What follows belongs to an exercise in optimizing a design on an open flow for small area, a short achievable clock period and few clock cycles; a production flow would make more cautious choices. The RTL was checked by simulation tests, not by an equivalence proof against the original design. Power and IR drop assume default switching activity.

==> nickel <==
// rudp_codec
module rudp_codec (
    input  wire        clk,
    input  wire        rst,
    input  wire [11:0] hb_addr,
    input  wire [31:0] hb_wdata,
    input  wire        hb_we,
    input  wire        hb_re,
    output reg  [31:0] hb_rdata,
    output wire        irq
);
make LEC_CHECK=0 CAP_MARGIN=20 CORE_MARGIN=2 CORE_UTILIZATION=45 CTS_BUF_LIST='sky130_fd_sc_hd__clkbuf_4 sky130_fd_sc_hd__clkbuf_8' SETUP_SLACK_MARGIN=3.5 SLEW_MARGIN=20 finish   # period 10.0 ns
run.sh (not shown) runs the stock make flow with config.mk's settings and CLKGATE_MAP_FILE= SYNTH_SCRIPT=/design/flow/synth_recipe.tcl, a recipe that flattens the netlist after the stock synthesis.
==> inputs of tundra, as changes to nickel <==
CTS_BUF_LIST = not set   (was sky130_fd_sc_hd__clkbuf_4 sky130_fd_sc_hd__clkbuf_8)
SETUP_SLACK_MARGIN = 4   (was 3.5)
==> summary.md <==
| Metric | Value |
|---|---|
| CLK BUF | 203 |
| Status | complete, no violations |
| Crit-path cells | fa_1 > inv_2 > fa_1 > fa_1 > fa_2 > inv_2 > fa_2 > xnor2_2 > xnor2_1 > xnor2_1 > xnor2_1 > xnor2_2 > xnor2_2 > buf_12 > a21o_1 > buf_2 |
| Layout clock area frac | 5.62% |
| Total GRT Usage | 49.3% |
| Fin crit share | 70.3% |
| Skew-Pair Late Insertion Delay | 0.80 ns |
| Register area | 0.0276 mm^2 |
| Non-clk bufs | 772 |
| Vias per inst | 6.58 |
| Grt met1 use | 62.0% |
That was tundra.
==> summary.md <==
| Metric | Value |
|---|---|
| Status | complete, no violations |
| Total GRT Usage | 46.3% |
| Crit-path cells | fa_1 > inv_1 > fa_2 > inv_1 > ha_2 > fa_2 > ha_4 > fa_2 > xnor2_2 > xnor2_2 > xnor2_2 > xnor2_2 > xnor2_2 > xnor2_2 > a21o_1 > buf_2 |
| Non-clk bufs | 610 |
| Grt met1 use | 58.0% |
| Vias per inst | 6.57 |
| Register area | 0.0276 mm^2 |
That was nickel.
Testbench counts of nickel, summed over its fixed seeds: cycles 11,553.
Testbench counts of tundra, summed over its fixed seeds: cycles 11,553.

---

==> run M <==
rudp_codec, a different RTL version from the one above (not shown whole).
Settings: LEC_CHECK=0, CAP_MARGIN=20, CORE_MARGIN=2, CORE_UTILIZATION=45, SETUP_SLACK_MARGIN=4.5, SLEW_MARGIN=20, TNS_END_PERCENT=5; clock period 10.0 ns.
==> run R (differences from run M) <==
- SETUP_SLACK_MARGIN: 4.5 -> 4
==> qor summary <==
Worst Reg2Reg Path Length in Cells: run R 13; run M 18
Number of instances in the placed design: run R 7,208; run M 7,228
Post_cts resized: run R 208; run M 236
Maximum vdd ir drop: run R 161 uV; run M 153 uV
Combinational group share of total power: run R 0.064; run M 0.066
Outcome: run R finished clean; run M finished clean
Total via count after detailed routing: run R 50,034; run M 51,862
Internal Dissipation: run R 7710 uW; run M 7650 uW
Met1 wire length: run R 109,000 um; run M 121,000 um
Number of CTS-inserted buffers: run R 121; run M 118
Worst slew margin relative to its limit: run R 0.141; run M 0.0933
Switching power total: run R 2520 uW; run M 2520 uW
Sequential share of power: run R 0.469; run M 0.472
Layout clock area frac: run R 0.0596; run M 0.0576
Multi-input gate share of total cell area: run R 0.450; run M 0.448
Arrival time at the worst endpoint: run R 4.64 ns; run M 4.67 ns
Met2 Track Usage GR: run R 0.649; run M 0.688
Fillcell total: run R 11,887; run M 11,800
Power dissipated in the clock network: run R 4790 uW; run M 4700 uW
Count of non-filler cells in the finished layout: run R 7,563; run M 7,612
Total leakage power: run R 0.0272 uW; run M 0.0275 uW
Nets@finish: run R 6,107; run M 6,152
Min-Delay Endpoint: run R dec_seqno[0]; run M dec_seqno[1]
Initial detailed-routing violation count: run R 7,897; run M 9,673
Sequential cell area in the final layout: run R 27,200 sq um; run M 27,200 sq um
Testbench counts of run M, summed over its fixed seeds: cycles 12,675.
Testbench counts of run R, summed over its fixed seeds: cycles 12,675.

---

==> trial 62: inputs <==
rudp_codec, a different RTL version from the one above (not shown whole).
clock: 10.0 ns
lec_check: 0
cap_margin: 20
core_margin: 2
core_utilization: 35
slew_margin: 20
==> inputs of trial 46, as changes to trial 62 <==
Settings changed: CORE_UTILIZATION 35 to 45, SETUP_SLACK_MARGIN set to 4, TNS_END_PERCENT set to 5.
==> inputs of trial 75, as changes to trial 62 <==
--- a/flow/design.v
+++ b/flow/design.v
@@ -1054,22 +1054,18 @@
                 always @(posedge clk)
                     if (enc_done)
                         q <= fsum;
                     else if (cb_host_we && wk == 0)
                         q <= hb_wdata[7:0];
-            end else if (g < 4) begin : g_hdr
+            end else begin : g_byte
+                wire       we  = cb_host_we && wk == g / 4;
+                wire       cp  = enc_go && (g < 4 || c_len[5:0] > g - 4);
+                wire [7:0] src = (g < 4) ? hdr_byte[g < 4 ? g : 1] : txbuf[8*(g < 4 ? 0 : g - 4) +: 8];
                 always @(posedge clk)
-                    if (cb_host_we && wk == 0)
-                        q <= hb_wdata[8*g +: 8];
-                    else if (enc_go)
-                        q <= hdr_byte[g];
-            end else begin : g_pay
-                always @(posedge clk)
-                    if (cb_host_we && wk == g / 4)
-                        q <= hb_wdata[8*(g % 4) +: 8];
-                    else if (enc_go && c_len[5:0] > g - 4)
-                        q <= txbuf[8*(g-4) +: 8];
+                    q <= ({8{we}} & hb_wdata[8*(g % 4) +: 8])
+                       | ({8{cp}} & src)
+                       | ({8{!(we || cp)}} & q);
             end
             assign cbuf[8*g +: 8] = q;
         end
     endgenerate
     wire len_host_we = !rst && hb_we && wa == A_CBUF_LEN && !busy;
Settings changed: CAP_MARGIN 20 to 10, CORE_UTILIZATION 35 to 45, SETUP_SLACK_MARGIN set to 4, SLEW_MARGIN 20 to 10.
==> inputs of build 78, as changes to trial 62 <==
--- a/flow/design.v
+++ b/flow/design.v
@@ -1054,22 +1054,18 @@
                 always @(posedge clk)
                     if (enc_done)
                         q <= fsum;
                     else if (cb_host_we && wk == 0)
                         q <= hb_wdata[7:0];
-            end else if (g < 4) begin : g_hdr
+            end else begin : g_byte
+                wire       we  = cb_host_we && wk == g / 4;
+                wire       cp  = enc_go && (g < 4 || c_len[5:0] > g - 4);
+                wire [7:0] src = (g < 4) ? hdr_byte[g < 4 ? g : 1] : txbuf[8*(g < 4 ? 0 : g - 4) +: 8];
                 always @(posedge clk)
-                    if (cb_host_we && wk == 0)
-                        q <= hb_wdata[8*g +: 8];
-                    else if (enc_go)
-                        q <= hdr_byte[g];
-            end else begin : g_pay
-                always @(posedge clk)
-                    if (cb_host_we && wk == g / 4)
-                        q <= hb_wdata[8*(g % 4) +: 8];
-                    else if (enc_go && c_len[5:0] > g - 4)
-                        q <= txbuf[8*(g-4) +: 8];
+                    q <= ({8{we}} & hb_wdata[8*(g % 4) +: 8])
+                       | ({8{cp}} & src)
+                       | ({8{!(we || cp)}} & q);
             end
             assign cbuf[8*g +: 8] = q;
         end
     endgenerate
     wire len_host_we = !rst && hb_we && wa == A_CBUF_LEN && !busy;
Settings changed: CORE_UTILIZATION 35 to 50, SETUP_SLACK_MARGIN set to 4, TNS_END_PERCENT set to 5.
==> comparison <==
- Trial 46 went through all stages and came out clean. Build 78 ran to the end with no violations. Trial 75 completed with no timing, DRC or antenna violations. Trial 62 finished clean.
- Maximum frequency, lowest first: trial 62, build 78, trial 75, trial 46.
- The highest non-clock buffer count belongs to trial 75, the lowest to trial 62.
- Synthesized cell count is the same in trial 46 and trial 62.
- The lowest setup slack belongs to trial 62, the highest to trial 46.
- Clock power, lowest first: trial 75, build 78, trial 62, trial 46.
Testbench counts of trial 62, summed over its fixed seeds: cycles 12,675.
Testbench counts of trial 46, summed over its fixed seeds: cycles 12,675.
Testbench counts of trial 75, summed over its fixed seeds: cycles 12,675.
Testbench counts of build 78, summed over its fixed seeds: cycles 12,675.

---

==> run E <==
Starting RTL as in the previous note.
Settings: LEC_CHECK=0, CAP_MARGIN=20, CORE_MARGIN=2, CORE_UTILIZATION=45, SETUP_SLACK_MARGIN=4, SLEW_MARGIN=20; clock period 10.0 ns.
==> run A: changes against run E <==
--- a/flow/design.v
+++ b/flow/design.v
@@ -1051,28 +1051,24 @@
         for (g = 0; g < CB_BYTES; g = g + 1) begin : g_cb
             reg [7:0] q;
             if (g == 0) begin : g_sum
                 always @(posedge clk)
                     if (enc_done)
                         q <= fsum;
                     else if (cb_host_we && wk == 0)
                         q <= hb_wdata[7:0];
-            end else if (g < 4) begin : g_hdr
+            end else begin : g_byte
+                wire       we  = cb_host_we && wk == g / 4;
+                wire       cp  = enc_go && (g < 4 || c_len[5:0] > g - 4);
+                wire [7:0] src = (g < 4) ? hdr_byte[g < 4 ? g : 1] : txbuf[8*(g < 4 ? 0 : g - 4) +: 8];
                 always @(posedge clk)
-                    if (cb_host_we && wk == 0)
-                        q <= hb_wdata[8*g +: 8];
-                    else if (enc_go)
-                        q <= hdr_byte[g];
-            end else begin : g_pay
-                always @(posedge clk)
-                    if (cb_host_we && wk == g / 4)
-                        q <= hb_wdata[8*(g % 4) +: 8];
-                    else if (enc_go && c_len[5:0] > g - 4)
-                        q <= txbuf[8*(g-4) +: 8];
+                    q <= ({8{we}} & hb_wdata[8*(g % 4) +: 8])
+                       | ({8{cp}} & src)
+                       | ({8{!(we || cp)}} & q);
             end
             assign cbuf[8*g +: 8] = q;
         end
     endgenerate
     wire len_host_we = !rst && hb_we && wa == A_CBUF_LEN && !busy;
     always @(posedge clk)
         fs_ok <= !(rst || cb_host_we || len_host_we || enc_go);
     reg [4:0] pend_set;
TNS_END_PERCENT = 5   (was not set)
==> run summary <==
metric	run A	run E
Area of the multi-input gates	31700 µm²	29100 µm²
Antenna violations before repair	58	26
Final period utilization	66.2%	64.5%
Bufs w/o clock	373	434
Cts bufs inserted	118	132
Number of buffers inserted by post-CTS setup repair	88	93
Sequential cell area	27200 µm²	32300 µm²
Measured slew at the worst slew-check pin	1.22 ns	1.29 ns
Floorplan Core Area	133000 µm²	138000 µm²
Worst setup path endpoint	hb_rdata[13]	hb_rdata[19]
Outcome	no timing/DRC/antenna violations	no timing/DRC/antenna violations
Largest net degree at the start of global routing	73	57
Weighted congestion reported at the end of routability-driven placement	1.14	1.08
Post-Route Skew	0.0747 ns	0.0373 ns
Testbench counts of run E, summed over its fixed seeds: cycles 12,675.
Testbench counts of run A, summed over its fixed seeds: cycles 12,675.

## port drivers added, routing unchanged
No port has a modelled driver above. Below, the same layouts with a new extraction and two added sets of constraints.
Step 1 assumes that a clkbuf_16 drives the clock port and a buf_2 every other input.
Step 2 times the ports against the registers' clock, not the clock port: input delays grow and output delays shrink by t, the midpoint of the rising clock arrivals with the driver on.
Slacks: ideal / step 1 / step 2; pairs: ideal / step 1.
| run | t (ns) | setup slack, ns | latest minus earliest clock arrival (ns) |
|---|---|---|---|
| nickel | 1.056 | 2.702 / 2.616 / 1.939 | 0.056 / 0.057 |
| tundra | 0.873 | 2.972 / 2.842 / 2.149 | 0.034 / 0.034 |
| run M | 0.873 | 3.326 / 2.968 / 2.606 | 0.067 / 0.067 |
| run R | 0.865 | 3.359 / 2.896 / 2.705 | 0.041 / 0.041 |
| trial 62 | 0.907 | 1.565 / 1.537 / 1.537 | 0.041 / 0.041 |
| trial 46 | 0.872 | 3.560 / 3.120 / 3.010 | 0.027 / 0.026 |
| trial 75 | 0.871 | 3.478 / 3.096 / 3.037 | 0.070 / 0.071 |
| build 78 | 0.853 | 3.441 / 2.893 / 2.781 | 0.049 / 0.049 |
| run E | 0.903 | 3.550 / 3.252 / 3.125 | 0.041 / 0.041 |
| run A | 0.861 | 3.377 / 2.811 / 2.811 | 0.081 / 0.081 |
After both steps setup and hold are still met in every run listed. For tundra, which loses most, drivers alone change the setup slack by -0.130 ns; drivers and shift together by -0.823 ns.
